What follows belongs to an exercise in optimizing a design on an open flow for small area, a short achievable clock period and few clock cycles per item; a production flow would make more cautious choices. RTL that was checked went through simulation tests only; none was proved equivalent to the original. The RTL of runs 3 to 5 was laid out without a check of its function.

==> design/flow/design.v <==
module aes_sbox_a (input wire [7:0] a, output wire [3:0] m);
  wire T1, T2, T3, T4, T5, T6, T7, T8, T9, T10, T11, T12, T13, T14, T15, T16, T17, T18, T19, T20, T21, T22, T23, T24, T25, T26, T27, M1, M2, M3, M4, M5, M6, M7, M8, M9, M10, M11, M12, M13, M14, M15, M16, M17, M18, M19, M20, M21, M22, M23, M24, M25, M26, M27, M28, M29, M30, M31, M32, M33, M34, M35, M36;
  sb_xor u_T1 (.a(a[7]), .b(a[4]), .y(T1));
  sb_xor u_T2 (.a(a[7]), .b(a[2]), .y(T2));
  sb_xor u_T3 (.a(a[7]), .b(a[1]), .y(T3));
  sb_xor u_T4 (.a(a[4]), .b(a[2]), .y(T4));
  sb_xor u_T5 (.a(a[3]), .b(a[1]), .y(T5));
  sb_xor u_T6 (.a(T1), .b(T5), .y(T6));
  sb_xor u_T7 (.a(a[6]), .b(a[5]), .y(T7));
  sb_xor u_T8 (.a(a[0]), .b(T6), .y(T8));
  sb_xor u_T9 (.a(a[0]), .b(T7), .y(T9));
  sb_xor u_T10 (.a(T6), .b(T7), .y(T10));
  sb_xor u_T11 (.a(a[6]), .b(a[2]), .y(T11));
  sb_xor u_T12 (.a(a[5]), .b(a[2]), .y(T12));
  sb_xor u_T13 (.a(T3), .b(T4), .y(T13));
  sb_xor u_T14 (.a(T6), .b(T11), .y(T14));
  sb_xor u_T15 (.a(T5), .b(T11), .y(T15));
  sb_xor u_T16 (.a(T5), .b(T12), .y(T16));
  sb_xor u_T17 (.a(T9), .b(T16), .y(T17));
  sb_xor u_T18 (.a(a[4]), .b(a[0]), .y(T18));
  sb_xor u_T19 (.a(T7), .b(T18), .y(T19));
  sb_xor u_T20 (.a(T1), .b(T19), .y(T20));
  sb_xor u_T21 (.a(a[1]), .b(a[0]), .y(T21));
  sb_xor u_T22 (.a(T7), .b(T21), .y(T22));
  sb_xor u_T23 (.a(T2), .b(T22), .y(T23));
  sb_xor u_T24 (.a(T2), .b(T10), .y(T24));
  sb_xor u_T25 (.a(T20), .b(T17), .y(T25));
  sb_xor u_T26 (.a(T3), .b(T16), .y(T26));
  sb_xor u_T27 (.a(T1), .b(T12), .y(T27));
  sb_nand u_M1 (.a(T13), .b(T6), .y(M1));
  sb_nand u_M2 (.a(T23), .b(T8), .y(M2));
  sb_xnor u_M3 (.a(T14), .b(M1), .y(M3));
  sb_nand u_M4 (.a(T19), .b(a[0]), .y(M4));
  sb_xor u_M5 (.a(M4), .b(M1), .y(M5));
  sb_nand u_M6 (.a(T3), .b(T16), .y(M6));
  sb_nand u_M7 (.a(T22), .b(T9), .y(M7));
  sb_xnor u_M8 (.a(T26), .b(M6), .y(M8));
  sb_nand u_M9 (.a(T20), .b(T17), .y(M9));
  sb_xor u_M10 (.a(M9), .b(M6), .y(M10));
  sb_nand u_M11 (.a(T1), .b(T15), .y(M11));
  sb_nand u_M12 (.a(T4), .b(T27), .y(M12));
  sb_xor u_M13 (.a(M12), .b(M11), .y(M13));
  sb_nand u_M14 (.a(T2), .b(T10), .y(M14));
  sb_xor u_M15 (.a(M14), .b(M11), .y(M15));
  sb_xnor u_M16 (.a(M3), .b(M2), .y(M16));
  sb_xor u_M17 (.a(M5), .b(T24), .y(M17));
  sb_xnor u_M18 (.a(M8), .b(M7), .y(M18));
  sb_xor u_M19 (.a(M10), .b(M15), .y(M19));
  sb_xor u_M20 (.a(M16), .b(M13), .y(M20));
  sb_xor u_M21 (.a(M17), .b(M15), .y(M21));
  sb_xor u_M22 (.a(M18), .b(M13), .y(M22));
  sb_xor u_M23 (.a(M19), .b(T25), .y(M23));
  sb_xnor u_M24 (.a(M22), .b(M23), .y(M24));
  sb_nand u_M25 (.a(M22), .b(M20), .y(M25));
  sb_xor u_M26 (.a(M21), .b(M25), .y(M26));
  sb_xnor u_M27 (.a(M20), .b(M21), .y(M27));
  sb_xor u_M28 (.a(M23), .b(M25), .y(M28));
  sb_nor u_M29 (.a(M28), .b(M27), .y(M29));
  sb_nor u_M30 (.a(M26), .b(M24), .y(M30));
  sb_nand u_M31 (.a(M20), .b(M23), .y(M31));
  sb_nor u_M32 (.a(M27), .b(M31), .y(M32));
  sb_xor u_M33 (.a(M27), .b(M25), .y(M33));
  sb_nand u_M34 (.a(M21), .b(M22), .y(M34));
  sb_nor u_M35 (.a(M24), .b(M34), .y(M35));
  sb_xor u_M36 (.a(M24), .b(M25), .y(M36));
  sb_xor u_M37 (.a(M21), .b(M29), .y(m[3]));
  sb_xor u_M38 (.a(M32), .b(M33), .y(m[2]));
  sb_xor u_M39 (.a(M23), .b(M30), .y(m[1]));
  sb_xor u_M40 (.a(M35), .b(M36), .y(m[0]));
endmodule
module aes_sbox_b (input wire [7:0] a, input wire [3:0] m, output wire [7:0] y);
  wire T1, T2, T3, T4, T5, T6, T7, T8, T9, T10, T11, T12, T13, T15, T16, T17, T18, T19, T20, T21, T22, T23, T27, M41, M42, M43, M44, M45, M46, M47, M48, M49, M50, M51, M52, M53, M54, M55, M56, M57, M58, M59, M60, M61, M62, M63, L0, L1, L2, L3, L4, L5, L6, L7, L8, L9, L10, L11, L12, L13, L14, L15, L16, L17, L18, L19, L20, L21, L22, L23, L24, L25, L26, L27, L28, L29;
  sb_xor u_T1 (.a(a[7]), .b(a[4]), .y(T1));
  sb_xor u_T2 (.a(a[7]), .b(a[2]), .y(T2));
  sb_xor u_T3 (.a(a[7]), .b(a[1]), .y(T3));
  sb_xor u_T4 (.a(a[4]), .b(a[2]), .y(T4));
  sb_xor u_T5 (.a(a[3]), .b(a[1]), .y(T5));
  sb_xor u_T6 (.a(T1), .b(T5), .y(T6));
  sb_xor u_T7 (.a(a[6]), .b(a[5]), .y(T7));
  sb_xor u_T8 (.a(a[0]), .b(T6), .y(T8));
  sb_xor u_T9 (.a(a[0]), .b(T7), .y(T9));
  sb_xor u_T10 (.a(T6), .b(T7), .y(T10));
  sb_xor u_T11 (.a(a[6]), .b(a[2]), .y(T11));
  sb_xor u_T12 (.a(a[5]), .b(a[2]), .y(T12));
  sb_xor u_T13 (.a(T3), .b(T4), .y(T13));
  sb_xor u_T15 (.a(T5), .b(T11), .y(T15));
  sb_xor u_T16 (.a(T5), .b(T12), .y(T16));
  sb_xor u_T17 (.a(T9), .b(T16), .y(T17));
  sb_xor u_T18 (.a(a[4]), .b(a[0]), .y(T18));
  sb_xor u_T19 (.a(T7), .b(T18), .y(T19));
  sb_xor u_T20 (.a(T1), .b(T19), .y(T20));
  sb_xor u_T21 (.a(a[1]), .b(a[0]), .y(T21));
  sb_xor u_T22 (.a(T7), .b(T21), .y(T22));
  sb_xor u_T23 (.a(T2), .b(T22), .y(T23));
  sb_xor u_T27 (.a(T1), .b(T12), .y(T27));
  sb_xor u_M41 (.a(m[2]), .b(m[0]), .y(M41));
  sb_xor u_M42 (.a(m[3]), .b(m[1]), .y(M42));
  sb_xor u_M43 (.a(m[3]), .b(m[2]), .y(M43));
  sb_xor u_M44 (.a(m[1]), .b(m[0]), .y(M44));
  sb_xor u_M45 (.a(M42), .b(M41), .y(M45));
  sb_nand u_M46 (.a(M44), .b(T6), .y(M46));
  sb_nand u_M47 (.a(m[0]), .b(T8), .y(M47));
  sb_nand u_M48 (.a(m[1]), .b(a[0]), .y(M48));
  sb_nand u_M49 (.a(M43), .b(T16), .y(M49));
  sb_nand u_M50 (.a(m[2]), .b(T9), .y(M50));
  sb_nand u_M51 (.a(m[3]), .b(T17), .y(M51));
  sb_nand u_M52 (.a(M42), .b(T15), .y(M52));
  sb_nand u_M53 (.a(M45), .b(T27), .y(M53));
  sb_nand u_M54 (.a(M41), .b(T10), .y(M54));
  sb_nand u_M55 (.a(M44), .b(T13), .y(M55));
  sb_nand u_M56 (.a(m[0]), .b(T23), .y(M56));
  sb_nand u_M57 (.a(m[1]), .b(T19), .y(M57));
  sb_nand u_M58 (.a(M43), .b(T3), .y(M58));
  sb_nand u_M59 (.a(m[2]), .b(T22), .y(M59));
  sb_nand u_M60 (.a(m[3]), .b(T20), .y(M60));
  sb_nand u_M61 (.a(M42), .b(T1), .y(M61));
  sb_nand u_M62 (.a(M45), .b(T4), .y(M62));
  sb_nand u_M63 (.a(M41), .b(T2), .y(M63));
  sb_xor u_L0 (.a(M61), .b(M62), .y(L0));
  sb_xor u_L1 (.a(M50), .b(M56), .y(L1));
  sb_xor u_L2 (.a(M46), .b(M48), .y(L2));
  sb_xor u_L3 (.a(M47), .b(M55), .y(L3));
  sb_xor u_L4 (.a(M54), .b(M58), .y(L4));
  sb_xor u_L5 (.a(M49), .b(M61), .y(L5));
  sb_xnor u_L6 (.a(M62), .b(L5), .y(L6));
  sb_xnor u_L7 (.a(M46), .b(L3), .y(L7));
  sb_xor u_L8 (.a(M51), .b(M59), .y(L8));
  sb_xor u_L9 (.a(M52), .b(M53), .y(L9));
  sb_xnor u_L10 (.a(M53), .b(L4), .y(L10));
  sb_xnor u_L11 (.a(M60), .b(L2), .y(L11));
  sb_xor u_L12 (.a(M48), .b(M51), .y(L12));
  sb_xnor u_L13 (.a(M50), .b(L0), .y(L13));
  sb_xor u_L14 (.a(M52), .b(M61), .y(L14));
  sb_xnor u_L15 (.a(M55), .b(L1), .y(L15));
  sb_xnor u_L16 (.a(M56), .b(L0), .y(L16));
  sb_xnor u_L17 (.a(M57), .b(L1), .y(L17));
  sb_xnor u_L18 (.a(M58), .b(L8), .y(L18));
  sb_xnor u_L19 (.a(M63), .b(L4), .y(L19));
  sb_xor u_L20 (.a(L0), .b(L1), .y(L20));
  sb_xor u_L21 (.a(L1), .b(L7), .y(L21));
  sb_xor u_L22 (.a(L3), .b(L12), .y(L22));
  sb_xor u_L23 (.a(L18), .b(L2), .y(L23));
  sb_xor u_L24 (.a(L15), .b(L9), .y(L24));
  sb_xor u_L25 (.a(L6), .b(L10), .y(L25));
  sb_xor u_L26 (.a(L7), .b(L9), .y(L26));
  sb_xor u_L27 (.a(L8), .b(L10), .y(L27));
  sb_xor u_L28 (.a(L11), .b(L14), .y(L28));
  sb_xor u_L29 (.a(L11), .b(L17), .y(L29));
  sb_xor u_S0 (.a(L6), .b(L24), .y(y[7]));
  sb_xnor u_S1 (.a(L16), .b(L26), .y(y[6]));
  sb_xnor u_S2 (.a(L19), .b(L28), .y(y[5]));
  sb_xor u_S3 (.a(L6), .b(L21), .y(y[4]));
  sb_xor u_S4 (.a(L20), .b(L22), .y(y[3]));
  sb_xor u_S5 (.a(L25), .b(L29), .y(y[2]));
  sb_xnor u_S6 (.a(L13), .b(L27), .y(y[1]));
  sb_xnor u_S7 (.a(L6), .b(L23), .y(y[0]));
endmodule
module sb_nand (input wire a, input wire b, output wire y);
  assign y = ~(a & b);
endmodule
module sb_nor (input wire a, input wire b, output wire y);
  assign y = ~(a | b);
endmodule
module sb_xnor (input wire a, input wire b, output wire y);
  assign y = ~(a ^ b);
endmodule
module sb_xor (input wire a, input wire b, output wire y);
  assign y = a ^ b;
endmodule
module aes128_ctr (
    input  wire         clk,
    input  wire         rst,
    input  wire         cmd_valid,
    output wire         cmd_ready,
    input  wire [2:0]   cmd_op,
    input  wire [4:0]   cmd_len,
    input  wire [127:0] cmd_data,
    output reg          res_valid,
    output reg          res_err,
    output reg  [127:0] res_data
);
  localparam OP_KEYEXP = 3'd0;
  localparam OP_ENCB   = 3'd1;
  localparam OP_SETCTR = 3'd2;
  localparam OP_CTRX   = 3'd3;
  localparam OP_CLR    = 3'd4;
  localparam NS = 20;           
  reg [127:0] key;
  reg         kvalid;
  reg [127:0] ctr;
  reg [128*NS-1:0] dt_all;      
  reg              s0_key;      
  reg              s0_set;      
  reg              s0_inc;      
  reg              s0_clr;      
  wire [127:0] ctr_now    = s0_clr ? 128'd0 :
                            s0_set ? dt_all[0 +: 128] :
                            s0_inc ? ctr + 128'd1 : ctr;
  wire         kvalid_now = s0_key | (kvalid & ~s0_clr);
  always @(posedge clk) begin
    ctr    <= ctr_now;
    kvalid <= kvalid_now;
    if (s0_key) key <= dt_all[0 +: 128];
  end
  reg         sk_v;
  reg         rdy;          
  reg [2:0]   sk_op;
  reg [4:0]   sk_len;
  reg [127:0] sk_data;
  reg [19:0]  kstep;        
  assign cmd_ready = rdy;
  wire         in_v    = sk_v | cmd_valid;
  wire [2:0]   in_op   = sk_v ? sk_op   : cmd_op;
  wire [4:0]   in_len  = sk_v ? sk_len  : cmd_len;
  wire [127:0] in_data = sk_v ? sk_data : cmd_data;
  wire op_key   = (in_op == OP_KEYEXP);
  wire op_enc   = (in_op == OP_ENCB);
  wire op_set   = (in_op == OP_SETCTR);
  wire op_ctr   = (in_op == OP_CTRX);
  wire op_clr   = (in_op == OP_CLR);
  wire op_ill   = in_op[2] & (in_op[1] | in_op[0]);
  wire len_big  = in_len[4] & (|in_len[3:0]);
  wire len_zero = ~(|in_len);
  wire kc_busy = |kstep[18:0];
  wire stall   = op_key & kc_busy;
  wire go    = in_v & ~stall & ~rst;    
  wire enc_go   = op_enc & kvalid_now;
  wire ctr_go   = op_ctr & kvalid_now & ~len_big & ~len_zero;
  wire cmd_err  = op_ill | (op_enc & ~kvalid_now) | (op_ctr & (~kvalid_now | len_big));
  wire [4:0] cmd_keep = enc_go ? 5'd16 : (ctr_go ? in_len : 5'd0);
  always @(posedge clk) begin
    sk_v <= in_v & stall & ~rst;
    rdy  <= ~(in_v & stall & ~rst);
    if (!sk_v) begin
      sk_op   <= cmd_op;
      sk_len  <= cmd_len;
      sk_data <= cmd_data;
    end
    s0_key <= go & op_key;
    s0_set <= go & op_set;
    s0_inc <= go & ctr_go;
    s0_clr <= rst | (go & op_clr);
  end
  reg  [127:0] kc;
  reg  [15:0]  kmid;
  wire [15:0]  kmid_d;
  wire [31:0]  ksub;
  reg  [7:0]   rcon;
  wire         kwr = kstep[1] | kstep[3] | kstep[5] | kstep[7] | kstep[9] |
                     kstep[11] | kstep[13] | kstep[15] | kstep[17] | kstep[19];
  always @(*) begin
    rcon = 8'h00;
    if (kstep[1])  rcon = rcon | 8'h01;
    if (kstep[3])  rcon = rcon | 8'h02;
    if (kstep[5])  rcon = rcon | 8'h04;
    if (kstep[7])  rcon = rcon | 8'h08;
    if (kstep[9])  rcon = rcon | 8'h10;
    if (kstep[11]) rcon = rcon | 8'h20;
    if (kstep[13]) rcon = rcon | 8'h40;
    if (kstep[15]) rcon = rcon | 8'h80;
    if (kstep[17]) rcon = rcon | 8'h1b;
    if (kstep[19]) rcon = rcon | 8'h36;
  end
  wire [31:0] krot = {kc[23:0], kc[31:24]};
  genvar i;
  generate
    for (i = 0; i < 4; i = i + 1) begin : g_ksub
      aes_sbox_a u_a (.a(krot[31-8*i -: 8]), .m(kmid_d[15-4*i -: 4]));
      aes_sbox_b u_b (.a(krot[31-8*i -: 8]), .m(kmid[15-4*i -: 4]), .y(ksub[31-8*i -: 8]));
    end
  endgenerate
  wire [31:0]  kt  = ksub ^ {rcon, 24'h000000};
  wire [31:0]  kp0 = kc[127:96];
  wire [31:0]  kp1 = kp0 ^ kc[95:64];
  wire [31:0]  kp2 = kp1 ^ kc[63:32];
  wire [31:0]  kp3 = kp2 ^ kc[31:0];
  wire [127:0] knext = {kp0 ^ kt, kp1 ^ kt, kp2 ^ kt, kp3 ^ kt};
  always @(posedge clk) begin
    kmid  <= kmid_d;
    kstep <= {kstep[18:0], go & op_key};
    if (!kc_busy)  kc <= in_data;
    else if (kwr)  kc <= knext;
  end
  reg [128*10-1:0] rk_all;
  integer kr;
  always @(posedge clk) begin
    for (kr = 1; kr <= 10; kr = kr + 1)
      if (kstep[2*kr-1]) rk_all[128*(kr-1) +: 128] <= knext;
  end
  reg [128*10-1:0] st_all;      
  reg [128*10-1:0] hu_all;      
  reg [64*10-1:0]  hm_all;      
  reg [NS-1:0]     v_all;       
  reg [NS-1:0]     e_all;       
  reg [NS-1:0]     c_all;       
  reg [5*NS-1:0]   k_all;       
  wire [128*10-1:0] ak_all;     
  wire [64*10-1:0]  ha_all;     
  wire [128*9-1:0]  rnd_all;    
  assign ak_all[0 +: 128] = st_all[0 +: 128] ^ key;
  generate
    for (i = 2; i <= 10; i = i + 1) begin : g_ark
      assign ak_all[128*(i-1) +: 128] = st_all[128*(i-1) +: 128] ^ rk_all[128*(i-2) +: 128];
    end
    for (i = 1; i <= 10; i = i + 1) begin : g_half_a
      aes_round_a u_ra (
          .s(ak_all[128*(i-1) +: 128]),
          .m(ha_all[64*(i-1) +: 64]));
    end
    for (i = 1; i <= 9; i = i + 1) begin : g_half_b
      aes_round_b u_rb (
          .s (hu_all[128*(i-1) +: 128]),
          .m (hm_all[64*(i-1) +: 64]),
          .y (rnd_all[128*(i-1) +: 128]));
    end
  endgenerate
  integer j;
  always @(posedge clk) begin
    st_all[0 +: 128] <= op_enc ? in_data : ctr_now;
    for (j = 1; j <= 9; j = j + 1)
      st_all[128*j +: 128] <= rnd_all[128*(j-1) +: 128];
    hu_all <= ak_all;
    hm_all <= ha_all;
    dt_all[0 +: 128] <= in_data;
    v_all[0]         <= go;
    e_all[0]         <= cmd_err;
    c_all[0]         <= op_ctr;
    k_all[0 +: 5]    <= cmd_keep;
    for (j = 1; j < NS; j = j + 1) begin
      dt_all[128*j +: 128] <= dt_all[128*(j-1) +: 128];
      v_all[j]             <= v_all[j-1] & ~rst;
      e_all[j]             <= e_all[j-1];
      c_all[j]             <= c_all[j-1];
      k_all[5*j +: 5]      <= k_all[5*(j-1) +: 5];
    end
  end
  wire [127:0] last;
  aes_last_round_b u_last (
      .s (hu_all[128*9 +: 128]),
      .m (hm_all[64*9 +: 64]),
      .rk(rk_all[128*9 +: 128]),
      .y (last));
  wire [4:0]   keep_l = k_all[5*(NS-1) +: 5];
  reg  [127:0] keep_mask;
  integer b;
  always @(*) begin
    for (b = 0; b < 16; b = b + 1)
      keep_mask[127-8*b -: 8] = (b < keep_l) ? 8'hff : 8'h00;
  end
  always @(posedge clk) begin
    res_valid <= v_all[NS-1] & ~rst;
    res_err   <= e_all[NS-1];
    res_data  <= (last ^ (dt_all[128*(NS-1) +: 128] & {128{c_all[NS-1]}})) & keep_mask;
  end
endmodule
module aes_round_a (
    input  wire [127:0] s,
    output wire [63:0]  m
);
  genvar i;
  generate
    for (i = 0; i < 16; i = i + 1) begin : g_sub
      aes_sbox_a u_sbox (.a(s[127-8*i -: 8]), .m(m[63-4*i -: 4]));
    end
  endgenerate
endmodule
module aes_round_b (
    input  wire [127:0] s,
    input  wire [63:0]  m,
    output wire [127:0] y
);
  wire [127:0] sb;
  wire [127:0] sr;
  wire [127:0] mc;
  genvar i, c;
  generate
    for (i = 0; i < 16; i = i + 1) begin : g_sub
      aes_sbox_b u_sbox (.a(s[127-8*i -: 8]), .m(m[63-4*i -: 4]), .y(sb[127-8*i -: 8]));
    end
    for (i = 0; i < 16; i = i + 1) begin : g_shift
      assign sr[127-8*i -: 8] = sb[127-8*((i % 4) + 4*(((i / 4) + (i % 4)) % 4)) -: 8];
    end
    for (c = 0; c < 4; c = c + 1) begin : g_mix
      wire [7:0] a0 = sr[127-8*(4*c+0) -: 8];
      wire [7:0] a1 = sr[127-8*(4*c+1) -: 8];
      wire [7:0] a2 = sr[127-8*(4*c+2) -: 8];
      wire [7:0] a3 = sr[127-8*(4*c+3) -: 8];
      wire [7:0] d0 = {a0[6:0], 1'b0} ^ (a0[7] ? 8'h1b : 8'h00);
      wire [7:0] d1 = {a1[6:0], 1'b0} ^ (a1[7] ? 8'h1b : 8'h00);
      wire [7:0] d2 = {a2[6:0], 1'b0} ^ (a2[7] ? 8'h1b : 8'h00);
      wire [7:0] d3 = {a3[6:0], 1'b0} ^ (a3[7] ? 8'h1b : 8'h00);
      assign mc[127-8*(4*c+0) -: 8] = d0 ^ (d1 ^ a1) ^ a2 ^ a3;
      assign mc[127-8*(4*c+1) -: 8] = a0 ^ d1 ^ (d2 ^ a2) ^ a3;
      assign mc[127-8*(4*c+2) -: 8] = a0 ^ a1 ^ d2 ^ (d3 ^ a3);
      assign mc[127-8*(4*c+3) -: 8] = (d0 ^ a0) ^ a1 ^ a2 ^ d3;
    end
  endgenerate
  assign y = mc;
endmodule
module aes_last_round_b (
    input  wire [127:0] s,
    input  wire [63:0]  m,
    input  wire [127:0] rk,
    output wire [127:0] y
);
  wire [127:0] sb;
  wire [127:0] sr;
  genvar i;
  generate
    for (i = 0; i < 16; i = i + 1) begin : g_sub
      aes_sbox_b u_sbox (.a(s[127-8*i -: 8]), .m(m[63-4*i -: 4]), .y(sb[127-8*i -: 8]));
    end
    for (i = 0; i < 16; i = i + 1) begin : g_shift
      assign sr[127-8*i -: 8] = sb[127-8*((i % 4) + 4*(((i / 4) + (i % 4)) % 4)) -: 8];
    end
  endgenerate
  assign y = sr ^ rk;
endmodule
==> design/flow/flow/run.sh <==
#!/bin/bash
set -euo pipefail
SETUP_MARGIN=6.2
bash standard.sh SETUP_SLACK_MARGIN=$SETUP_MARGIN finish > standard_flow.log 2>&1
==> design/flow/standard.sh <==
#!/bin/bash
# synth_recipe.tcl (not shown) runs the flow's synth.tcl, then flattens the netlist and writes it again
# the make line also repeats each setting of config.mk as NAME=value (left out here)
make -C /OpenROAD-flow-scripts/flow DESIGN_CONFIG=/design/flow/config.mk WORK_HOME=/design/flow/orfs CLKGATE_MAP_FILE= SYNTH_SCRIPT=/design/flow/synth_recipe.tcl "${@:-finish}"
==> design/flow/config.mk <==
export PLATFORM = sky130hd
export DESIGN_NAME = aes128_ctr
export DESIGN_NICKNAME = aes128_ctr
export VERILOG_FILES = /design/flow/design.v
export SDC_FILE = /design/flow/constraint.sdc
export NUM_CORES = 8
export LEC_CHECK = 0
export CAP_MARGIN = 20
export CORE_MARGIN = 2
export CORE_UTILIZATION = 50
export PLACE_DENSITY = 0.6
export SETUP_SLACK_MARGIN = 5
export SLEW_MARGIN = 20
export SYNTH_HIERARCHICAL = 1
==> design/flow/constraint.sdc <==
create_clock -name core_clock -period 10.0 [get_ports {clk}]
set_input_delay 2.0000 -clock core_clock [delete_from_list [all_inputs] [get_ports {clk}]]
set_output_delay 2.0000 -clock core_clock [all_outputs]
set_load 0.01 [all_outputs]
==> results of run 1 <==
## synthesized netlist by cell type, types with 6 or more instances
cell	instances	area [µm²]
o22ai_1	41	257
clkbuf_1	193	724
o31a_1	8	70.1
xnor3_1	1143	25700
nor2b_1	48	300
or3_1	53	332
o21a_1	13	97.6
nand2_1	5241	19700
a311oi_1	9	78.8
inv_1	152	571
nor3_1	142	711
xor3_4	18	495
mux2i_1	123	1230
nand4_1	103	644
and3_1	23	144
nor2_1	1063	3990
nor4_2	6	75.1
a21o_1	6	45.0
buf_1	19	71.3
and2_1	26	163
or4_1	18	135
and4_1	28	245
mux2_2	106	1190
buf_4	20	150
a31o_2	33	289
nor4_1	60	375
a31oi_1	9	56.3
xor3_1	360	8560
o31ai_1	10	75.1
o21ai_0	81	405
dfxtp_1	6228	125000
xnor2_2	54	878
edfxtp_1	1536	46100
buf_2	181	906
o41ai_1	46	403
nand3_1	58	290
xnor2_1	4077	35700
buf_6	9	101
xor2_1	18000	158000
a21oi_1	63	315
## final cells by class
class | count | area share
inverters | 152 | 0.00134
flip-flops and latches | 7764 | 0.338
repair buffers | 1183 | 0.0223
clock buffers | 1057 | 0.0450
diodes | 368 | 0.00182
clock inverters | 497 | 0.0129
well taps | 11500 | 0.0285
multi-input cells | 31100 | 0.550
## Yosys stat by module, one instance, submodules excluded, a selection
module            cell area [µm²]  times used  flops+latches
aes_round_b                  5260           9              0
sb_nand                      3.75        4920              0
aes128_ctr                 197000           1           7764
aes_last_round_b             1120           1              0
sb_xnor                      8.76        3280              0
sb_nor                       3.75         656              0
sb_xor                       8.76       15900              0
## sequential cells by signal (all words and copies together) (netlist names), 128 cells and up
register,flops
dt_all,2433
hu_all,1280
rk_all,1280
st_all,1280
hm_all,640
ctr,128
kc,128
key,128
res_data,128
## worst max path at each step
stage	to	depth (start not counted)	slack, ns
after global placement	kc[7]	15	4.58
after detailed placement	kc[7]	15	4.61
after CTS	res_data[87]	2	5.96
after floorplan	kc[31]	14	6.07
after global routing	rk_all[1082]	15	5.82
final	rk_all[516]	15	5.96
## what timing repair did
action / 4_1_cts / 5_1_grt
setup endpoints to repair: 2079 / 1987
resized for setup: 1441 / 1364
pin swaps: 135 / 235
buffers inserted: 244 / 268
cloned: 4 / 5
## kinds of logic after synthesis
kind of cell | after synthesis
and+or+nand+nor | 6892
adders and majority gates | 1
DFF | 7764
buffers and inverters | 576
xor gates and xnor gates | 23700
AOI/OAI and AO/OA | 342
muxes | 230
## worst max-delay path: cells and delay by family, from the launching register on
kind / cells / cell delay [ns]
xor+xnor: 10 / 2.21
buf+inv: 4 / 0.67
flops: 1 / 0.51
simple gates: 1 / 0.21
## per-layer routing
metal | wire, µm | global-route usage
met5 | 68 | 0
met4 | 122000 | 0.215
met3 | 76600 | 0.0374
met2 | 648000 | 0.508
met1 | 586000 | 0.400
## through the flow
stage | hold slack, ns | util | instances | instance area [µm²]
2_1_floorplan | 0.310 | - | 39500 | 435000
3_3_place_gp | 0.310 | 0.525 | 51200 | 454000
3_5_place_dp | 0.312 | 0.525 | 51200 | 455000
4_1_cts | 0.217 | 0.568 | 53000 | 492000
5_1_grt | 0.208 | 0.583 | 53500 | 505000
6_report | 0.241 | 0.583 | 53700 | 505000
==> results.txt, run 1 <==
PnR worst setup slack 5.96 ns; total of max-cap violations 0; Critical path origin kc[26]; crit path DAT 4.89 ns; fill cell count slightly above 70000; Post-synth EDFFs 1536; Synth Warn # 7; Worst R2R Path Depth 15; vias per std cell 4.95; core region area 867000 µm²; Hold Vio Cnt, Final 0; Yosys reg bits approximately 7800; measured slew at the worst slew-check pin 1.31 ns; slowest stage cell, crit path edfxtp_1; commonest non-fill, non-tap cell in the layout xor2_1; syn_nets 39600; clk_skew 0.152 ns; vias in the first global route 266000; DP Wirelength 1160000 µm; grt ovf 0; Seq. cell area 171000 µm²; RSZ-0062 raised after global routing true; Syn Inst Count about 39000; Synth Area in XOR/XNOR 0.527; adder-cell share of the synthesized area 0.0000288; first-pass GRT wire length between 1500000 and 2000000 µm; Hold Path Cell Cnt 0; Critical Path RT 10.84 ns; Compound-Gate Fraction of Synth Area 0.00532; hold path endpoint k_all[95]; post-place setup slack 4.61 ns; Final Cycle Share 0.404; async set-reset flop share out of synthesis 0; minimum clock period after layout just over 4 ns; startpoint types flip-flop; Bufs on Longest Clock Path 4; CTS tree yes; I/O pin cnt 270; Final ANT Viol Nets 0; main flop type after synthesis dfxtp_1; PortBufs 269; Initial Util 0.501; Initial DRT Pass Iterations 6; Post-Syn Area 435000 µm²; worst-path fanout max 7; flop-to-flop setup slack 5.96 ns; Max stage delay on crit path 0.51 ns; syn_area_per_cell 11.0 µm²; reg2reg start kc[26]; reg-to-reg endpoint rk_all[516]; hold_sp k_all[90]; final wirelength 1430000 µm; largest family of logic cells by synthesized area XOR/XNOR gates; outcome complete, no violations; critical-path cell list buf_4 -> xor2_1 -> xor2_1 -> nand2_1 -> xor2_2 -> xnor2_2 -> buf_4 -> xor2_4 -> xor2_4 -> xor2_4 -> xnor2_4 -> xor2_4 -> xnor2_4 -> buf_6 -> buf_12; proportion of layout cells with a drive suffix above 1 0.110; Root Buffer clkbuf_16; Die W 936 µm; Crit Path Category flip-flop to flip-flop; pins over their slew limit 0; Initial DRC Count 19800; RePlAce Congestion approximately 1.0; endpoint class of the critical path flip-flop; post-DR wirelength/cell 26.7 µm; Synth Area in Simple Gates 0.0630; fmax 247 MHz; total track usage 0.316; Reg clk slew, reported paths roughly 0.07 ns; HP Class flip-flop to flip-flop; Slew headroom 0.123; area of the multi-input gates 278000 µm²; CTS sink count 7764; largest net degree at the start of global routing 158; die height 936 µm; setup TNS 0 ns; Area Growth Syn to Fin 16.3%; H-tree depth 6; Critical Path Most Common Cell xor2_4; mux share of post-synthesis cell area 0.00561; DRC 0; Clock Latency Late Sink 1.29 ns; initial antenna violation count 201; via count 266000; register area share after synthesis 0.393; Num CTS Buffers between 800 and 900; Layout Nets 41200; final setup fails 0; most frequent cells in the layout 16600 x xor2_1, 6129 x dfxtp_1, 5214 x nand2_1, 3817 x xnor2_1, 1536 x edfxtp_1; row count between 300 and 400; post-cts hold buffer count 0; total die area 877000 µm²; Netlist cell types 67
Testbench counts, summed over its fixed seeds: cycles 1,128, blocks 896.
==> run 2, diff against run 1 <==
==> design/flow/run.sh (new file) <==
#!/bin/bash
# synth_recipe.tcl (not shown) runs the flow's synth.tcl, then flattens the netlist and writes it again
# the make line also repeats each setting of config.mk as NAME=value (left out here)
make -C /OpenROAD-flow-scripts/flow DESIGN_CONFIG=/design/flow/config.mk WORK_HOME=/design/flow/orfs CLKGATE_MAP_FILE= SYNTH_SCRIPT=/design/flow/synth_recipe.tcl finish
removed: design/flow/flow/run.sh
removed: design/flow/standard.sh
==> run 2 against run 1 <==
  * Still clean on timing, DRC and antenna
  * Design area is 4.0% lower
  * Highest routed layer unchanged
  * Global-route usage shrank 0.64 points
  * Synthesized cell count unchanged
  * Flip-flop and latch count is the same
==> results.txt, run 2 <==
Bufs on Longest Clock Path 4 (unchanged); first-pass GRT wire length 1930000 µm (-1.9%); post-place setup slack 4.40 ns (-0.210 ns); Yosys top cell area share 0.363 (unchanged); placed cell area 454000 µm² (about the same); number of flip-flops in the largest register 2433 (unchanged); Yosys reg bits 7764 (unchanged); PnR worst setup slack 5.08 ns (-0.879 ns); final std cells w/o fill 53000 (-1.3%); pins over their slew limit 0 (unchanged); RSZ-0062 raised after global routing true; Top reg by flops dt_all; Area Growth Syn to Fin 11.7%; total of max-cap violations 0 (unchanged); CTS sink count 7764 (unchanged); Hold Vio Cnt, Final 0 (unchanged); H-tree depth 6 (unchanged); async set-reset flop share out of synthesis 0 (unchanged); proportion of layout cells with a drive suffix above 1 0.0561 (-0.0540); row count 342 (unchanged); setup TNS 0 ns (unchanged); Crit Path Category flip-flop to flip-flop; final wirelength 1400000 µm (-2.2%); I/O pin cnt 270 (unchanged); DRC 0 (unchanged); total track usage 0.310 (-0.00639); Final ANT Viol Nets 0 (unchanged); minimum clock period after layout 4.92 ns (+0.879 ns); PortBufs 269 (unchanged); HP Class flip-flop to flip-flop; Critical Path RT 10.68 ns (-0.16 ns); Clock Latency Late Sink 1.26 ns (-0.03 ns); post-route cell area 485000 µm² (-4.0%); final setup fails 0 (unchanged); Root Buffer clkbuf_16; fin util 0.560 (-0.0233); fill cell count 74500 (+2.4%); Initial DRC Count 19200 (-3.0%); Synth Warn # 7 (unchanged); initial antenna violation count 196 (-2.5%); die height 936 µm (unchanged); main flop type after synthesis dfxtp_1; count leader, synth xor2_1; clk_skew 0.163 ns (+0.0107 ns); Num CTS Buffers 818 (-0.12%); post-DR wirelength/cell 26.5 µm (-0.87%); commonest non-fill, non-tap cell in the layout xor2_1; Slew headroom 0.113 (-0.0102); vias per std cell 4.95 (about the same); grt ovf 0 (unchanged); syn_area_per_cell 11.0 µm² (unchanged); endpoint class of the critical path flip-flop; Reg clk slew, reported paths 0.06 ns (about the same); CTS tree yes; Layout Nets 40700 (-1.3%); RePlAce Congestion 0.982 (-1.6%); Placed Instances 51200 (-0.12%); Post-synth EDFFs 1536 (unchanged); area leader, netlist xor2_1; register area share after synthesis 0.393 (unchanged); Hold Slack 0.243 ns (+0.00135 ns); Netlist cell types 67 (unchanged); via count 262000 (-1.4%); Initial Util 0.501 (unchanged); DP Wirelength 1150000 µm (-0.61%); Initial DRT Pass Iterations 6 (unchanged); Commonest cells post-synth 18000 x xor2_1, 6228 x dfxtp_1, 5241 x nand2_1; crit path DAT 5.61 ns (+0.72 ns); outcome complete, no violations; largest net degree at the start of global routing 145 (-8.2%); Worst R2R Path Depth 11 (-4); most frequent cells in the layout 17800 x xor2_1, 6211 x dfxtp_1, 5241 x nand2_1, 4027 x xnor2_1, 1536 x edfxtp_1; Syn Inst Count 39500 (unchanged); syn_nets 39600 (unchanged); startpoint types flip-flop; fmax 203 MHz (-18%); total die area 877000 µm² (unchanged); Hold Path Cell Cnt 0 (unchanged); core region area 867000 µm² (unchanged); Die W 936 µm (unchanged); Area contributors post-synth xor2_1 36%, dfxtp_1 29%, edfxtp_1 11%; Post-Syn Area 435000 µm² (unchanged); worst-path fanout max 10 (+3); vias in the first global route 262000 (-1.6%); measured slew at the worst slew-check pin 1.29 ns (-0.0198 ns); Final Cycle Share 0.492 (+0.0879)
[run 2: cell counts after synthesis]
No cell type changed its count.
[run 2: critical path, cell delays in order, from the launching register on]
cell and delay (ns):
edfxtp_1 0.61, xor2_1 0.44, xor2_1 0.37, nand2_1 0.18
xor2_1 0.21, xnor2_1 0.36, xor2_1 0.13, xnor2_1 0.40
xor2_4 0.13, xnor2_1 0.41, xor2_1 0.51, inv_1 0.60
[run 2: worst paths after layout]
path	start	to	slack (ns)
hold reg to reg	dt_all[163]	dt_all[291]	0.24
setup reg to reg	kc[15]	rk_all[693]	5.08
hold / removal	dt_all[163]	dt_all[291]	0.24
setup / recovery	kc[15]	rk_all[693]	5.08
[run 2: cell families (layout without fill, tap and decap cells)]
kind of cell    after synthesis  in the layout  synth area share
other cells                   0            200                 0
flops                      7764           7764             0.393
simple gates               6892           6892            0.0630
buf+inv                     576           2356           0.00583
compound gates              342            342           0.00532
mux                         230            230           0.00561
fa+ha+maj                     1              1         0.0000288
xor+xnor                  23700          23700             0.527
[run 2: what timing repair did]
action	CTS	global route
setup endpoints to repair	446	294
gates resized for setup	18	30
pin swaps	17	3
cloned	0	0
setup buffers	22	32
hold buffers	0	0
[run 2: area by class of cell]
type	count	area (µm²)	area share
inverters	152	633	0.00130
well taps	11500	14400	0.0297
repair buffers	658	5830	0.0120
flip-flops and latches	7764	171000	0.352
multi-input cells	31100	263000	0.543
clock inverters	453	6390	0.0132
clock buffers	1093	23200	0.0477
diodes	200	500	0.00103
[run 2: per-module statistics from Yosys, one instance, submodules excluded, excerpt]
module            times used  cells inside  flip-flops and latches
aes128_ctr                 1         11600                    7764
aes_last_round_b           1           128                       0
aes_round_b                9           335                       0
sb_nand                 4920             1                       0
sb_nor                   656             1                       0
sb_xnor                 3280             1                       0
sb_xor                 15900             1                       0
[run 2: routing by layer]
metal | share of wire | vias up | wire [µm] | track usage
li1 | - | 126000 | - | -
met1 | 0.41 | 127000 | 578000 | 0.387
met2 | 0.46 | 7003 | 646000 | 0.505
met3 | 0.048 | 2121 | 67100 | 0.0372
met4 | 0.080 | 20 | 112000 | 0.206
met5 | 0.00011 | - | 149 | 0
==> run 3, diff against run 2 <==
--- a/design/flow/design.v
+++ b/design/flow/design.v
@@ -285,6 +285,7 @@
   integer kr;
   always @(posedge clk) begin
-    for (kr = 1; kr <= 10; kr = kr + 1)
-      if (kstep[2*kr-1]) rk_all[128*(kr-1) +: 128] <= knext;
+    for (kr = 1; kr <= 9; kr = kr + 1)
+      if (kstep[2*kr]) rk_all[128*(kr-1) +: 128] <= kc;
+    if (kstep[19]) rk_all[128*9 +: 128] <= knext;
   end
   reg [128*10-1:0] st_all;      
==> design/flow/flow/run.sh (new file) <==
#!/bin/bash
set -euo pipefail
SETUP_MARGIN=6.3
bash standard.sh SETUP_SLACK_MARGIN=$SETUP_MARGIN finish > standard_flow.log 2>&1
==> design/flow/standard.sh (new file) <==
#!/bin/bash
# synth_recipe.tcl (not shown) runs the flow's synth.tcl, then flattens the netlist and writes it again
# the make line also repeats each setting of config.mk as NAME=value (left out here)
make -C /OpenROAD-flow-scripts/flow DESIGN_CONFIG=/design/flow/config.mk WORK_HOME=/design/flow/orfs CLKGATE_MAP_FILE= SYNTH_SCRIPT=/design/flow/synth_recipe.tcl "${@:-finish}"
--- a/design/flow/config.mk
+++ b/design/flow/config.mk
@@ -8,6 +8,6 @@
 export CAP_MARGIN = 20
 export CORE_MARGIN = 2
-export CORE_UTILIZATION = 50
-export PLACE_DENSITY = 0.6
+export CORE_UTILIZATION = 60
+export PLACE_DENSITY = 0.7
 export SETUP_SLACK_MARGIN = 5
 export SLEW_MARGIN = 20
removed: design/flow/run.sh
==> run 3 against run 2 <==
  * Now fails the layout checks on antenna violations
  * Worst setup slack improved by 0.98 ns
  * Largest cell class unchanged
  * Non-clock buffer count increased by 339
  * Critical endpoint is now ctr[41]
  * Global-route usage increased by 4.9 points
==> results.txt, run 3 <==
outcome complete, but fails checks; SO Faults antenna violations; Clock Latency Late Sink 1.26 ns (about the same); proportion of layout cells with a drive suffix above 1 0.110 (+0.0536); Top reg by flops dt_all; I/O pin cnt 270 (unchanged); DRC 0 (unchanged); Die W 855 µm (-8.7%); Critical path origin s0_inc; fmax 253 MHz (+25%); HP Class flip-flop to flip-flop; Max stage delay on crit path 0.71 ns (+0.10 ns); Post-synth EDFFs 1536 (unchanged); Hold Vio Cnt, Final 0 (unchanged); Initial Util 0.602 (+0.101); row count 312 (-8.8%); syn_area_per_cell 11.0 µm² (unchanged); async set-reset flop share out of synthesis 0 (unchanged); Num CTS Buffers 790 (-3.4%); area leader, netlist xor2_1; count leader, synth xor2_1; Synth Warn # 7 (unchanged); Yosys top cell area share 0.363 (unchanged); Reg clk slew, reported paths 0.07 ns (about the same); Critical Path RT 10.96 ns (+0.28 ns); total track usage 0.358 (+0.0487); Syn Inst Count 39500 (unchanged); CP endpoint ctr[41]; pins over their slew limit 0 (unchanged); worst-path fanout max 10 (unchanged); minimum clock period after layout 3.95 ns (-0.977 ns); slowest stage cell, crit path dfxtp_1; Worst R2R Path Depth 6 (-5); Bufs on Longest Clock Path 4 (unchanged); total die area 731000 µm² (-17%); setup TNS 0 ns (unchanged); core region area 722000 µm² (-17%); Final Cycle Share 0.395 (-0.0977); reg-to-reg endpoint ctr[41]; Initial DRC Count 26500 (+38%); Layout Nets 41000 (+0.77%); Hold Slack 0.226 ns (-0.0168 ns); DP Wirelength 1040000 µm (-9.8%); vias per std cell 5.35 (+8.1%); Critical Path Most Common Cell nor3_1; die height 855 µm (-8.7%); final setup fails 0 (unchanged); fill cell count 52500 (-29%); CTS tree yes; post-cts hold buffer count 0 (unchanged); number of flip-flops in the largest register 2433 (unchanged); via count 277000 (+5.6%); post-DR wirelength/cell 26.5 µm (-0.11%); Crit Path Category flip-flop to flip-flop; Root Buffer clkbuf_16; Slew headroom 0.110 (-0.00316); Netlist cell types 67 (unchanged); total of max-cap violations 0 (unchanged); Initial DRT Pass Iterations 8 (+2); RSZ-0062 raised after global routing true; first-pass GRT wire length 1890000 µm (-2.2%); initial antenna violation count 247 (+26%); commonest non-fill, non-tap cell in the layout xor2_1; measured slew at the worst slew-check pin 1.31 ns (+0.0158 ns); Final ANT Viol Nets 2 (+2); endpoint class of the critical path flip-flop; vias in the first global route 270000 (+3.1%); main flop type after synthesis dfxtp_1; grt ovf 0 (unchanged); critical-path cell list nand4_2 -> nor3_1 -> nand4_1 -> o31a_1 -> nor3_1 -> nor3_1; flop-to-flop setup slack 6.05 ns (+0.98 ns); register area share after synthesis 0.393 (unchanged); CTS sink count 7764 (unchanged); Yosys reg bits 7764 (unchanged); final wirelength 1370000 µm (-2.5%); Area contributors post-synth xor2_1 36%, dfxtp_1 29%, edfxtp_1 11%; clk_skew 0.177 ns (+0.0143 ns); crit path DAT 4.91 ns (-0.70 ns); Commonest cells post-synth 18000 x xor2_1, 6228 x dfxtp_1, 5241 x nand2_1; H-tree depth 6 (unchanged); Area Growth Syn to Fin 15.3%; fin util 0.694 (+0.134); reg2reg start s0_inc; syn_nets 39600 (unchanged); largest net degree at the start of global routing 72 (-50%); startpoint types flip-flop; RePlAce Congestion 1.01 (+3.0%); Post-Syn Area 435000 µm² (unchanged); most frequent cells in the layout 16300 x xor2_1, 6138 x dfxtp_1, 5231 x nand2_1, 3788 x xnor2_1, 1536 x edfxtp_1; PortBufs 269 (unchanged)
run 3: repair_timing:
| action | 4_1_cts | 5_1_grt |
|---|---|---|
| gates cloned | 2 | 0 |
| buffers inserted | 117 | 248 |
| pin swaps | 64 | 184 |
| gates resized for setup | 1357 | 1678 |
| setup endpoints to repair | 1294 | 1588 |
run 3: per-stage QoR:
step / area (µm²) / instances / setup slack, ns
floorplan: 435000 / 39500 / 6.32
global placement: 450000 / 49200 / 4.88
detailed placement: 450000 / 49200 / 4.95
CTS: 484000 / 50900 / 6.15
global route: 500000 / 51300 / 6.03
finish: 501000 / 51700 / 6.05
run 3: worst max-delay path, delay by kind of cell (launching register included):
family / cells / cell delay (ns)
and+or+nand+nor: 5 / 2.47
AOI/OAI and AO/OA: 1 / 0.48
DFF: 1 / 0.71
run 3: Yosys stat by module, one instance, submodules excluded, a selection:
module / times used / area [µm²] / flip-flops and latches
sb_nand: 4920 / 3.75 / 0
aes128_ctr: 1 / 197000 / 7764
sb_nor: 656 / 3.75 / 0
aes_last_round_b: 1 / 1120 / 0
sb_xor: 15900 / 8.76 / 0
sb_xnor: 3280 / 8.76 / 0
aes_round_b: 9 / 5260 / 0
run 3: logic make-up after synthesis:
family | Yosys count | share of synthesized area
buffers and inverters | 576 | 0.00583
xor gates and xnor gates | 23700 | 0.527
muxes | 230 | 0.00561
AOI/OAI and AO/OA | 342 | 0.00532
adders and majority gates | 1 | 0.0000288
DFF | 7764 | 0.393
and+or+nand+nor | 6892 | 0.0630
run 3: area by class of cell:
cell class | instances | area, µm² | share of cell area
diodes | 622 | 1560 | 0.00311
clock buffers | 1087 | 22800 | 0.0454
clock inverters | 400 | 5230 | 0.0104
inverters | 152 | 573 | 0.00114
multi-input cells | 31100 | 279000 | 0.557
flip-flops and latches | 7764 | 171000 | 0.341
well taps | 9577 | 12000 | 0.0239
repair buffers | 997 | 8700 | 0.0174
run 3: metal layers:
| layer | up-vias | share of wire | global-route usage |
|---|---|---|---|
| met5 | - | 0.00056 | 0 |
| met4 | 76 | 0.054 | 0.197 |
| met3 | 2708 | 0.097 | 0.0819 |
| met2 | 12400 | 0.45 | 0.551 |
| met1 | 135000 | 0.40 | 0.469 |
| li1 | 126000 | - | - |
run 3: worst min-delay path by stage:
stage	end	cells after the start	startpoint
3_5_place_dp	dt_all[531]	0	dt_all[403]
3_3_place_gp	k_all[48]	0	k_all[43]
5_1_grt	dt_all[1028]	0	dt_all[900]
6_report	dt_all[2526]	0	dt_all[2398]
4_1_cts	dt_all[2526]	0	dt_all[2398]
2_1_floorplan	c_all[10]	0	c_all[9]
==> run 4, diff against run 3 <==
--- a/design/flow/design.v
+++ b/design/flow/design.v
@@ -203,15 +203,12 @@
     if (s0_key) key <= dt_all[0 +: 128];
   end
-  reg         sk_v;
+  reg         sk_v;         
   reg         rdy;          
-  reg [2:0]   sk_op;
-  reg [4:0]   sk_len;
-  reg [127:0] sk_data;
   reg [19:0]  kstep;        
   assign cmd_ready = rdy;
   wire         in_v    = sk_v | cmd_valid;
-  wire [2:0]   in_op   = sk_v ? sk_op   : cmd_op;
-  wire [4:0]   in_len  = sk_v ? sk_len  : cmd_len;
-  wire [127:0] in_data = sk_v ? sk_data : cmd_data;
+  wire [2:0]   in_op   = sk_v ? OP_KEYEXP : cmd_op;
+  wire [4:0]   in_len  = cmd_len;
+  wire [127:0] in_data = sk_v ? dt_all[0 +: 128] : cmd_data;
   wire op_key   = (in_op == OP_KEYEXP);
   wire op_enc   = (in_op == OP_ENCB);
@@ -232,9 +229,4 @@
     sk_v <= in_v & stall & ~rst;
     rdy  <= ~(in_v & stall & ~rst);
-    if (!sk_v) begin
-      sk_op   <= cmd_op;
-      sk_len  <= cmd_len;
-      sk_data <= cmd_data;
-    end
     s0_key <= go & op_key;
     s0_set <= go & op_set;
@@ -383,20 +375,34 @@
     end
     for (c = 0; c < 4; c = c + 1) begin : g_mix
-      wire [7:0] a0 = sr[127-8*(4*c+0) -: 8];
-      wire [7:0] a1 = sr[127-8*(4*c+1) -: 8];
-      wire [7:0] a2 = sr[127-8*(4*c+2) -: 8];
-      wire [7:0] a3 = sr[127-8*(4*c+3) -: 8];
-      wire [7:0] d0 = {a0[6:0], 1'b0} ^ (a0[7] ? 8'h1b : 8'h00);
-      wire [7:0] d1 = {a1[6:0], 1'b0} ^ (a1[7] ? 8'h1b : 8'h00);
-      wire [7:0] d2 = {a2[6:0], 1'b0} ^ (a2[7] ? 8'h1b : 8'h00);
-      wire [7:0] d3 = {a3[6:0], 1'b0} ^ (a3[7] ? 8'h1b : 8'h00);
-      assign mc[127-8*(4*c+0) -: 8] = d0 ^ (d1 ^ a1) ^ a2 ^ a3;
-      assign mc[127-8*(4*c+1) -: 8] = a0 ^ d1 ^ (d2 ^ a2) ^ a3;
-      assign mc[127-8*(4*c+2) -: 8] = a0 ^ a1 ^ d2 ^ (d3 ^ a3);
-      assign mc[127-8*(4*c+3) -: 8] = (d0 ^ a0) ^ a1 ^ a2 ^ d3;
+      aes_mix_column u_mix (.a(sr[127-32*c -: 32]), .b(mc[127-32*c -: 32]));
     end
   endgenerate
   assign y = mc;
 endmodule
+module aes_mix_column (
+    input  wire [31:0] a,
+    output wire [31:0] b
+);
+  wire [31:0] t;     
+  wire [31:0] xt;    
+  wire [31:0] u;     
+  genvar i, k;
+  generate
+    for (i = 0; i < 4; i = i + 1) begin : g_byte
+      for (k = 0; k < 8; k = k + 1) begin : g_bit
+        sb_xor u_t (.a(a[31-8*i-7+k]), .b(a[31-8*((i+1)%4)-7+k]), .y(t[31-8*i-7+k]));
+        sb_xor u_u (.a(a[31-8*((i+1)%4)-7+k]), .b(t[31-8*((i+2)%4)-7+k]), .y(u[31-8*i-7+k]));
+        sb_xor u_b (.a(xt[31-8*i-7+k]), .b(u[31-8*i-7+k]), .y(b[31-8*i-7+k]));
+        if (k == 1 || k == 3 || k == 4) begin : g_red
+          sb_xor u_x (.a(t[31-8*i-7+k-1]), .b(t[31-8*i]), .y(xt[31-8*i-7+k]));
+        end else if (k == 0) begin : g_lsb
+          assign xt[31-8*i-7] = t[31-8*i];
+        end else begin : g_shl
+          assign xt[31-8*i-7+k] = t[31-8*i-7+k-1];
+        end
+      end
+    end
+  endgenerate
+endmodule
 module aes_last_round_b (
     input  wire [127:0] s,
--- a/design/flow/config.mk
+++ b/design/flow/config.mk
@@ -8,6 +8,8 @@
 export CAP_MARGIN = 20
 export CORE_MARGIN = 2
-export CORE_UTILIZATION = 60
-export PLACE_DENSITY = 0.7
+export CORE_UTILIZATION = 50
+export CTS_CLUSTER_DIAMETER = 100
+export CTS_CLUSTER_SIZE = 22
+export PLACE_DENSITY = 0.6
 export SETUP_SLACK_MARGIN = 5
 export SLEW_MARGIN = 20
==> run 4 against run 3 <==
  * Still fails the layout checks on antenna violations
  * Non-clock buffer count shrank 39
  * Largest cell class unchanged
  * Critical endpoint is now kc[26]
  * Wire length hardly changed
  * Highest routed layer unchanged
  * Critical path depth up 12
==> results.txt, run 4 <==
minimum clock period after layout 3.81 ns (-0.135 ns); die height 921 µm (+7.7%); Final ANT Viol Nets 2 (unchanged); Bufs on Longest Clock Path 4 (unchanged); post-cts hold buffer count 0 (unchanged); Top Family by Delay on Critical Path XOR/XNOR gates; first-pass GRT wire length 1890000 µm (about the same); endpoint class of the critical path flip-flop; vias in the first global route 260000 (-3.5%); SO Faults antenna violations; Final Cycle Share 0.381 (-0.0135); PortBufs 269 (unchanged); reg-to-reg endpoint kc[26]; fill cell count 72500 (+38%); RSZ-0062 raised after global routing true; async set-reset flop share out of synthesis 0 (unchanged); final std cells w/o fill 53400 (+3.2%); Seq. cell area 171000 µm² (about the same); outcome complete, but fails checks; slowest stage cell, crit path edfxtp_1; clk_skew 0.177 ns (-0.000301 ns); pins over their slew limit 0 (unchanged); area of the multi-input gates 269000 µm² (-3.8%); Netlist cell types 66 (-1.5%); core region area 837000 µm² (+16%); Top reg by flops dt_all; count leader, synth xor2_1; commonest non-fill, non-tap cell in the layout xor2_1; Hold Slack 0.273 ns (+0.0473 ns); Initial Util 0.502 (-0.100); CTS tree yes; post-DR wirelength/cell 25.6 µm (-3.1%); placed cell area 439000 µm² (-2.5%); startpoint types flip-flop; grt ovf 0 (unchanged); CTS sink count 7756 (-0.10%); Critical Path RT 10.78 ns (-0.18 ns); number of flip-flops in the largest register 2560 (+5.2%); Critical Path Most Common Cell xor2_1; syn_area_per_cell 10.4 µm² (-5.2%); Max stage delay on crit path 0.44 ns (-0.27 ns); row count 336 (+7.7%); final wirelength 1370000 µm (about the same); Num CTS Buffers 436 (-45%); vias per std cell 4.95 (-7.5%); critical-path cell list buf_12 -> xor2_4 -> buf_6 -> xor2_2 -> xor2_1 -> nand2_2 -> xor2_4 -> buf_4 -> xnor2_2 -> xor2_1 -> xor2_1 -> xor2_1 -> xnor2_2 -> xnor2_2 -> xor2_2 -> xnor2_1 -> nand2_1 -> o21ai_1; register area share after synthesis 0.406 (+0.0131); Area contributors post-synth xor2_1 45%, dfxtp_1 30%, edfxtp_1 11%; proportion of layout cells with a drive suffix above 1 0.0962 (-0.0134); post-route cell area 477000 µm² (-4.7%); total of max-cap violations 0 (unchanged); Reg clk slew, reported paths 0.09 ns (+0.02 ns); Initial DRT Pass Iterations 8 (unchanged); largest net degree at the start of global routing 115 (+60%); main flop type after synthesis dfxtp_1; Synth Warn # 7 (unchanged); DP Wirelength 1080000 µm (+4.4%); Clock Latency Late Sink 1.21 ns (-0.05 ns); measured slew at the worst slew-check pin 1.24 ns (-0.0674 ns); final setup fails 0 (unchanged); Syn Inst Count 40200 (+2.0%); crit path DAT 4.60 ns (-0.31 ns); Yosys reg bits 7756 (-0.10%); Initial DRC Count 22000 (-17%); CP endpoint kc[26]; I/O pin cnt 270 (unchanged); Root Buffer clkbuf_16; Post-synth EDFFs 1536 (unchanged); area leader, netlist xor2_1; most frequent cells in the layout 19400 x xor2_1, 6116 x dfxtp_1, 5307 x nand2_1, 3092 x xnor2_1, 1843 x xor2_2; WP depth 18 (+12); flop-to-flop setup slack 6.19 ns (+0.13 ns); total track usage 0.309 (-0.0488); Worst R2R Path Depth 18 (+12); DRC 0 (unchanged); total die area 847000 µm² (+16%); Slew headroom 0.149 (+0.0385); H-tree depth 5 (-1); worst-path fanout max 4 (-6); Yosys top cell area share 0.447 (+0.0845); Layout Nets 41600 (+1.6%); Commonest cells post-synth 21500 x xor2_1, 6220 x dfxtp_1, 5313 x nand2_1; RePlAce Congestion 0.964 (-4.7%); syn_nets 40400 (+2.0%); WP buf/inv 3 (+3); fmax 262 MHz (+3.5%); Critical path origin kc[22]; Placed Instances 51800 (+5.3%); fin util 0.570 (-0.124); via count 264000 (-4.6%); setup TNS 0 ns (unchanged); Crit Path Category flip-flop to flip-flop; Post-Syn Area 420000 µm² (-3.3%); Area Growth Syn to Fin 13.6%; reg2reg start kc[22]; Die W 921 µm (+7.7%); initial antenna violation count 237 (-4.0%); HP Class flip-flop to flip-flop; Hold Vio Cnt, Final 0 (unchanged)
==> run 4: changes by cell type after synthesis, sizes merged, moves of 70 or more <==
cell | previous run | this run
xor2 | 18004 | 21456
xnor3 | 1143 | 0
xnor2 | 4131 | 3388
xor3 | 378 | 0
buf | 229 | 26
nand2 | 5241 | 5313
clkbuf | 195 | 125
==> run 4: cell type report <==
class                   instances  share of cell area
inverters                     133             0.00105
well taps                   11200              0.0292
repair buffers                958              0.0180
flip-flops and latches       7756               0.358
multi-input cells           32200               0.563
diodes                        435             0.00228
clock inverters               134             0.00361
clock buffers                 608              0.0249
==> run 4: through the flow <==
step                setup WS [ns]
CTS                          6.04
global route                 6.04
finish                       6.19
global placement             4.60
floorplan                    6.33
detailed placement           4.72
==> run 4: timing repair <==
item / in CTS / in global routing
cloned: 1 / 0
resized for setup: 1559 / 1791
endpoints found under the setup margin: 1322 / 1609
pin swaps: 72 / 203
buffers inserted: 136 / 221
==> run 4: per-module statistics from Yosys, one instance, submodules excluded, a selection <==
module	copies in the design	area (µm²)
sb_xor	19800	8.76
sb_xnor	3280	8.76
sb_nor	656	3.75
sb_nand	4920	3.75
aes_last_round_b	1	1120
aes128_ctr	1	196000
==> run 4: cell families after synthesis <==
group,share of synthesized area
AO/OA/AOI/OAI,0.00434
XOR/XNOR,0.518
adder cells (fa/ha/maj),0.0000298
buffers and inverters,0.00256
flip-flops,0.406
multiplexers,0.00472
AND/OR/NAND/NOR,0.0641
==> run 4: worst min-delay path by stage <==
stage	slack (ns)	depth (start not counted)	endpoint	from
6_report	0.27	0	dt_all[2251]	dt_all[2123]
4_1_cts	0.27	0	dt_all[1608]	dt_all[1480]
5_1_grt	0.27	0	dt_all[692]	dt_all[564]
3_5_place_dp	0.31	0	c_all[19]	c_all[18]
3_3_place_gp	0.31	0	e_all[12]	e_all[11]
2_1_floorplan	0.31	0	c_all[10]	c_all[9]
==> run 4: metal layers <==
layer	vias to the layer above	GRT usage	wire length [µm]
met1	129000	0.420	595000
met4	44	0.139	66100
met2	7437	0.494	623000
li1	125000	-	-
met5	-	0	349
met3	1694	0.0403	83700
==> run 4: worst reg2reg max path: stages (launching register included) <==
cell and delay, ns:
edfxtp_1 0.44, buf_12 0.17, xor2_4 0.21, buf_6 0.13, xor2_2 0.15, xor2_1 0.19
nand2_2 0.14, xor2_4 0.19, buf_4 0.15, xnor2_2 0.13, xor2_1 0.21, xor2_1 0.20
xor2_1 0.24, xnor2_2 0.14, xnor2_2 0.24, xor2_2 0.22, xnor2_1 0.11, nand2_1 0.08
o21ai_1 0.09
==> run 5, diff against run 4 <==
--- a/design/flow/design.v
+++ b/design/flow/design.v
@@ -194,11 +194,13 @@
   reg              s0_inc;      
   reg              s0_clr;      
+  reg [127:0] ctr_inc;           
   wire [127:0] ctr_now    = s0_clr ? 128'd0 :
                             s0_set ? dt_all[0 +: 128] :
-                            s0_inc ? ctr + 128'd1 : ctr;
+                            s0_inc ? ctr_inc : ctr;
   wire         kvalid_now = s0_key | (kvalid & ~s0_clr);
   always @(posedge clk) begin
-    ctr    <= ctr_now;
-    kvalid <= kvalid_now;
+    ctr     <= ctr_now;
+    ctr_inc <= ctr_now + 128'd1;
+    kvalid  <= kvalid_now;
     if (s0_key) key <= dt_all[0 +: 128];
   end
==> run 5 against run 4 <==
  * Clock-buffer cell count down 16
  * Still fails the layout checks on antenna violations
  * Worst hold slack got worse by 0.064 ns
  * Design area increased by 1.6%
==> results.txt, run 5 <==
Synth Warn # 7 (unchanged); worst-path fanout max 5 (+1); fmax 265 MHz (+0.98%); die height 925 µm (+0.49%); first-pass GRT wire length 1890000 µm (-0.10%); grt ovf 0 (unchanged); total die area 856000 µm² (+0.99%); I/O pin cnt 270 (unchanged); pins over their slew limit 0 (unchanged); SO Faults antenna violations; row count 338 (+0.60%); Crit Path Category flip-flop to flip-flop; Root Buffer clkbuf_16; number of flip-flops in the largest register 2560 (unchanged); proportion of layout cells with a drive suffix above 1 0.103 (+0.00635); vias in the first global route 262000 (+0.68%); RePlAce Congestion 0.997 (+3.4%); Initial DRT Pass Iterations 9 (+1); CTS sink count 7884 (+1.7%); startpoint types flip-flop; measured slew at the worst slew-check pin 1.27 ns (+0.0250 ns); vias per std cell 4.93 (-0.32%); Hold Vio Cnt, Final 0 (unchanged); Layout Nets 42000 (+0.81%); PortBufs 269 (unchanged); Reg clk slew, reported paths 0.10 ns (about the same); Syn Inst Count 40400 (+0.39%); fin util 0.573 (+0.00276); CTS tree yes; placed cell area 444000 µm² (+1.1%); via count 266000 (+0.72%); initial antenna violation count 213 (-10%); commonest non-fill, non-tap cell in the layout xor2_1; Yosys top cell area share 0.443 (-0.00415); Area Growth Syn to Fin 14.3%; syn_nets 40500 (+0.39%); count leader, synth xor2_1; area leader, netlist xor2_1; setup TNS 0 ns (unchanged); Final Cycle Share 0.378 (-0.00369); Critical Path RT 10.88 ns (+0.10 ns); total track usage 0.305 (-0.00461); DRC 0 (unchanged); Post-Syn Area 424000 µm² (+0.99%); minimum clock period after layout 3.78 ns (-0.0369 ns); Final ANT Viol Nets 2 (unchanged); post-DR wirelength/cell 25.3 µm (-1.3%); most frequent cells in the layout 19400 x xor2_1, 6254 x dfxtp_1, 5133 x nand2_1, 3099 x xnor2_1, 1813 x xor2_2; async set-reset flop share out of synthesis 0 (unchanged); clk_skew 0.157 ns (-0.0197 ns); endpoint class of the critical path flip-flop; Netlist cell types 56 (-15%); outcome complete, but fails checks; crit path DAT 4.65 ns (+0.05 ns); register area share after synthesis 0.408 (+0.00205); H-tree depth 5 (unchanged); post-route cell area 485000 µm² (+1.6%); Area contributors post-synth xor2_1 44%, dfxtp_1 30%, edfxtp_1 11%; Num CTS Buffers 435 (-0.23%); total of max-cap violations 0 (unchanged); Clock Latency Late Sink 1.19 ns (-0.02 ns); final wirelength 1360000 µm (-0.26%); fill cell count 72900 (+0.62%); Initial DRC Count 20400 (-7.3%); Die W 925 µm (+0.49%); DP Wirelength 1080000 µm (-0.48%); largest net degree at the start of global routing 175 (+52%); Bufs on Longest Clock Path 4 (unchanged); HP Class flip-flop to flip-flop; final setup fails 0 (unchanged); Yosys reg bits 7884 (+1.7%); Top reg by flops dt_all; core region area 846000 µm² (+1.1%); main flop type after synthesis dfxtp_1; Post-synth EDFFs 1536 (unchanged); RSZ-0062 raised after global routing true; post-cts hold buffer count 0 (unchanged); Commonest cells post-synth 21500 x xor2_1, 6348 x dfxtp_1, 5149 x nand2_1; Initial Util 0.501 (-0.000538); syn_area_per_cell 10.5 µm² (+0.60%); Slew headroom 0.139 (-0.00969)
run 5: cells by family (layout without fill, tap and decap cells):
kind of cell,Yosys count,in the layout,synth area share
AO/OA/AOI/OAI,368,368,0.00595
XOR/XNOR,24900,24900,0.514
flip-flops,7884,7884,0.408
other,0,609,0
buffers and inverters,378,2088,0.00378
AND/OR/NAND/NOR,6609,6610,0.0616
multiplexers,288,288,0.00680
adder cells (fa/ha/maj),1,1,0.0000295
run 5: timing repair:
action / in CTS / in global routing
pin swaps: 80 / 264
resized for setup: 1623 / 1889
buffers inserted: 160 / 293
gates cloned: 3 / 0
setup endpoints to repair: 1405 / 1639
endpoints found under the hold margin: 0 / 0
run 5: cell type report:
cell class	count	area, µm²	share of cell area
well taps	11200	14000	0.0290
clock inverters	131	1870	0.00386
repair buffers	1140	9950	0.0205
flip-flops and latches	7884	173000	0.358
clock buffers	592	11800	0.0243
diodes	609	1520	0.00314
multi-input cells	32100	271000	0.560
inverters	225	850	0.00175
run 5: worst max-delay path, cell delays in order (launching register included):
cell and delay [ns]:
edfxtp_1 0.42, buf_12 0.17, xor2_4 0.27, buf_6 0.15
xor2_2 0.16, xor2_1 0.19, nand2_2 0.15, xor2_4 0.26
xnor2_2 0.14, xor2_1 0.20, xnor2_1 0.18, xnor2_1 0.15
xnor2_2 0.25, xor2_2 0.23, xor2_2 0.29, xnor2_2 0.12
nand2_1 0.08, o21ai_1 0.07
run 5: stage by stage:
| step | setup slack, ns | hold slack [ns] | cells |
|---|---|---|---|
| 6_report | 6.22 | 0.209 | 53900 |
| 5_1_grt | 6.07 | 0.210 | 53600 |
| 4_1_cts | 6.17 | 0.209 | 53000 |
| 3_5_place_dp | 4.73 | 0.312 | 52200 |
| 3_3_place_gp | 4.62 | 0.310 | 52200 |
| 2_1_floorplan | 6.33 | 0.310 | 40400 |
run 5: layer usage:
layer  track usage  routed length (µm)  share of wire
met5             0                 253        0.00019
met4         0.139               64300          0.047
met3        0.0463               86200          0.063
met2         0.488              625000           0.46
met1         0.408              588000           0.43
run 5: final timing paths:
check / from / cells after the start / slack, ns / endpoint
max: kc[17] / 17 / 6.22 / kc[24]
min: dt_all[2246] / 0 / 0.21 / dt_all[2374]
max reg2reg: kc[17] / 17 / 6.22 / kc[24]
min reg2reg: dt_all[2246] / 0 / 0.21 / dt_all[2374]
run 5: per-module statistics from Yosys, one instance, submodules excluded, excerpt:
module            cell area, µm²  times used  flip-flops and latches  cells
aes128_ctr                200000           1                    7884  11600
sb_xnor                     8.76        3280                       0      1
aes_last_round_b            1120           1                       0    128
sb_nand                     3.75        4920                       0      1
sb_xor                      8.76       19800                       0      1
sb_nor                      3.75         656                       0      1

[afterwards: timing with drivers on the ports]
No port has a modelled driver above. Below, the same layouts with a new extraction and two added sets of constraints. Step 1 sets driving cells, clkbuf_16 on the clock port and buf_2 on the other inputs (assumed; they add their load-dependent delay and slew). Step 2 also shifts input and output timing later by t, the mid clock arrival at the registers, as if the neighbouring blocks saw the same clock. Three values: ideal, step 1, step 2; two values: the first two.
run | t (ns) | slack for setup (ns) | worst register clock-pin slew, ns | pins driven straight from the clock port
run 1 | 1.375 | 5.955 / 5.935 / 5.269 | 0.07 / 0.07 | 1
run 2 | 1.353 | 5.076 / 5.076 / 5.076 | 0.07 / 0.07 | 1
run 3 | 1.327 | 6.053 / 6.053 / 5.151 | 0.08 / 0.08 | 1
run 4 | 1.276 | 6.187 / 6.056 / 5.203 | 0.10 / 0.10 | 1
run 5 | 1.266 | 6.224 / 6.196 / 5.262 | 0.11 / 0.11 | 1
For run 4, which loses most, drivers alone change the setup slack by -0.131 ns; drivers and shift together by -0.984 ns.
